This is an optimization exercise on Yosys and OpenROAD, whose aim is small area, a short achievable clock period and few clock cycles per item, not a production implementation.
RTL that was checked went through simulation tests only; none was proved equivalent to the original.
Power is estimated from default activity; no workload was simulated.

==> nickel <==
// bso_core
module bso_core #(
    parameter W = 64
) (
    input  wire         clk,
    input  wire         rst,           
    input  wire         req_valid,
    input  wire [39:0]  cmd,
    input  wire [W-1:0] a,
    input  wire [W-1:0] b,
    output reg          rsp_valid,
    output wire [W-1:0] rset,
    output wire [15:0]  rcnt,
    output reg          rflag,
    output reg  [1:0]   err
);
export LEC_CHECK = 0
export CAP_MARGIN = 20
export CORE_MARGIN = 2
export CORE_UTILIZATION = 25
export PLACE_DENSITY = 0.35
export SLEW_MARGIN = 20
create_clock -name core_clock -period 12.0 [get_ports {clk}]
standard.sh (not shown) runs the stock make flow with config.mk's settings and CLKGATE_MAP_FILE= SYNTH_SCRIPT=/design/flow/synth_recipe.tcl, a recipe that flattens the netlist after the stock synthesis.
==> flow/flow/run.sh <==
#!/bin/bash
# Standard layout, with plain buffers (sky130_fd_sc_hd__buf_1) on the ports
# instead of the delay buffers buffer_ports picks by default, and timing
# repair aimed at a 3.4 ns period (setup margin 8.6 ns on the 12 ns clock).
set -euo pipefail
export BUFFER_PORTS_ARGS="-buffer_cell sky130_fd_sc_hd__buf_1"
export SETUP_SLACK_MARGIN=8.6
bash standard.sh > standard.log 2>&1
==> inputs of violet, as changes to nickel <==
--- a/flow/design.v
+++ b/flow/design.v
@@ -267,95 +267,97 @@
             6'h26: begin f = F_BNX; test_op = 1'b1; end
             6'h28: begin f = F_X;   test_op = 1'b1; end
             default: legal = 1'b0;
         endcase
         if (rsv != 2'b00) legal = 1'b0;
     end
     wire n1big = |n1[15:6];                                
-    wire n2big = |n2[15:6];                                
-    wire [7:0] rsum = {1'b0, n1[6:0]} + {1'b0, n2[6:0]};
-    wire ext_bad = (|n1[15:7]) | (|n2[15:7]) | rsum[7] | (rsum[6] & (|rsum[5:0]));
+    wire nbig  = (|n1[15:7]) | (|n2[15:7]);                
     wire [3:0] f_ok = f & {4{legal}};
     wire [3:0] lut1 = (shift_op & n1big) ? {f_ok[1:0], f_ok[1:0]} : f_ok;
     wire [5:0] n1lo = n1[5:0];
     wire [5:0] ramt = rot_r ? n1lo : rot_l ? (6'd0 - n1lo) : 6'd0;
     wire [5:0] lo1  = mk_shl ? n1lo : 6'd0;
     wire [6:0] hi1  = mk_shr ? (7'd64 - {1'b0, n1lo}) :
-                      mk_ext ? (n2big ? 7'd64 : {1'b0, n2[5:0]}) : 7'd64;
+                      mk_ext ? n2[6:0] : 7'd64;          
     reg          v1_q;
     reg [W-1:0]  a_q, b_q;
     reg [5:0]    rs_q, rsn_q;              
     reg [5:0]    lo_q;
     reg [6:0]    hi_q;
     reg [3:0]    lut_q;
-    reg          bad_q, ill_q, test1_q;
+    reg          ext_q, big_q, n1b6_q, ill_q, test1_q;
     reg          card1_q, clz_q, ctz_q, min_q, max_q;
     always @(posedge clk) begin
         v1_q    <= go;
         a_q     <= a;
         b_q     <= b;
         rs_q    <= ramt;
         rsn_q   <= ~ramt;
         lo_q    <= lo1;
         hi_q    <= hi1;
         lut_q   <= lut1;
-        bad_q   <= legal & mk_ext & ext_bad;
+        ext_q   <= legal & mk_ext;
+        big_q   <= nbig;
+        n1b6_q  <= n1[6];
         ill_q   <= ~legal;
         test1_q <= legal & test_op;
         card1_q <= legal & c_card;
         clz_q   <= legal & c_clz;
         ctz_q   <= legal & c_ctz;
         min_q   <= legal & c_min;
         max_q   <= legal & c_max;
     end
+    wire [7:0] rsum = {1'b0, n1b6_q, rs_q} + {1'b0, hi_q};
+    wire bad_q = ext_q & (big_q | rsum[7] | (rsum[6] & (|rsum[5:0])));
     wire [W-1:0] rb [0:6];
     assign rb[0] = a_q;
     genvar j;
     generate
         for (j = 0; j < 6; j = j + 1) begin : g_rb
             rot_stage #(.SH(1 << j), .INV(1)) st (
                 .d(rb[j]), .s(rs_q[j]), .sn(rsn_q[j]), .q(rb[j+1]));
         end
     endgenerate
     wire [W-1:0] x = rb[6];                
-    wire [W-1:0] r2;
-    mask_lut ml (.x(x), .b(b_q), .lo(lo_q), .hi(hi_q), .lut(lut_q & {4{~bad_q}}), .r(r2));
+    wire [W-1:0] rn2;
+    mask_lut ml (.x(x), .b(b_q), .lo(lo_q), .hi(hi_q), .lut(~lut_q), .r(rn2));
     wire [5:0] fl_lo, fl_hi;
     wire       nonempty;
     first_last fl (.v(a_q), .lo(fl_lo), .hi(fl_hi), .nonempty(nonempty));
     wire [6:0] clz = nonempty ? {1'b0, ~fl_hi} : 7'd64;
     wire [6:0] ctz = nonempty ? {1'b0, fl_lo}  : 7'd64;
     wire [6:0] cv2 = ({7{clz_q}} & clz)
                    | ({7{ctz_q}} & ctz)
                    | ({7{min_q & nonempty}} & {1'b0, fl_lo})
                    | ({7{max_q & nonempty}} & {1'b0, fl_hi});
     wire empty = (min_q | max_q) & ~nonempty;
     wire [NP-1:0] pc2;
     popcount_a pca (.v(a_q), .p(pc2));
     reg          v2_q;
-    reg [W-1:0]  r_q;
+    reg [W-1:0]  rn_q;
     reg [6:0]    cv_q;
     reg [NP-1:0] pc_q;
     reg          card_q, test_q;
     reg [1:0]    err2_q;
     always @(posedge clk) begin
         v2_q   <= v1_q & ~rst;               
-        r_q    <= r2;
+        rn_q   <= rn2;
         cv_q   <= cv2;
         pc_q   <= pc2;
         card_q <= card1_q;
         test_q <= test1_q;
         err2_q <= ill_q ? ERR_ILLEGAL_OP : bad_q ? ERR_INVALID_RANGE :
                   empty ? ERR_EMPTY_SET : ERR_OK;
     end
     wire g3 = v2_q & ~rst;                   
     wire [6:0] card;
     popcount_b pcb (.p(pc_q), .card(card));
-    wire [W-1:0] rset_d  = r_q & {W{g3 & ~test_q}};
-    wire         rflag_d = g3 & test_q & ~|r_q;
+    wire [W-1:0] rset_d  = ~(rn_q | {W{~(g3 & ~test_q & ~err2_q[1])}});
+    wire         rflag_d = g3 & test_q & (&rn_q);
     wire [6:0]   rcnt_d  = {7{g3}} & (card_q ? card : cv_q);
     wire [1:0]   err_d   = {2{g3}} & err2_q;
     reg [W-1:0] rset_q;
     reg [6:0]   rcnt_q;
     always @(posedge clk) begin
         rsp_valid <= g3;
         rset_q    <= rset_d;
Settings changed: CORE_UTILIZATION 25 to 40, CTS_CLUSTER_DIAMETER set to 100, CTS_CLUSTER_SIZE set to 30, PLACE_DENSITY 0.35 to 0.5.
==> run notes <==
| item | violet | nickel |
|---|---|---|
| Result of the run | finished clean | finished clean |
| Die outline area | 0.04431 mm2 | 0.07029 mm2 |
| Number of cell instances on the worst register-to-register path | 6 | 9 |
| Portion of netlist area occupied by mux cells | 9.278% | 9.593% |
| End point of the most critical hold path | rset_q[43] | test_q |
| Critical R2R Capture | rn_q[28] | r_q[13] |
| Initial cell density of the core | 40.58% | 25.29% |
| Beginning of the critical path | rset_q[16] | cmd[9] |
| Layout non-clock buf frac | 7.167% | 7.347% |
| Filler cell count in the final layout | 4177 | 7079 |
| Power per standard cell area | 142.6 mW/mm2 | 159.1 mW/mm2 |
| Gates resized, CTS repair | 125 | 148 |
| Overall die width | 210.5 um | 265.1 um |
| Highest metal layer with signal wires | met4 | met5 |
| Fraction of met1 tracks used by global routing | 40.91% | 27.26% |
Testbench counts of violet, summed over its fixed seeds: cycles 64,032, items 64,000.
Function not checked in nickel: the RTL went through the layout flow alone.

[afterwards: timing with drivers on the ports]
The results above use ideal ports. As a check the final layouts listed here were re-extracted and re-timed, cells and wires unchanged. Step 1 assumes that a clkbuf_16 drives the clock port and a buf_2 every other input. Step 2 also shifts input and output timing later by t, the mid clock arrival at the registers, as if the neighbouring blocks saw the same clock. a / b / c = ideal ports / drivers / drivers and shift; a / b = the first two.
| run | t (ns) | setup slack, ns | hold WS [ns] | worst slew at a driven data input, ns | cell pins on the clock port's net |
|---|---|---|---|---|---|
| nickel | 0.619 | 8.535 / 8.532 / 7.936 | 0.347 / 0.347 / 0.347 | 0.08 | 1 |
| violet | 0.583 | 8.612 / 8.556 / 8.084 | 0.411 / 0.411 / 0.411 | 0.06 | 1 |
After both steps setup and hold are still met in every run listed. For nickel, which loses most, drivers alone change the setup slack by -0.003 ns; drivers and shift together by -0.599 ns.
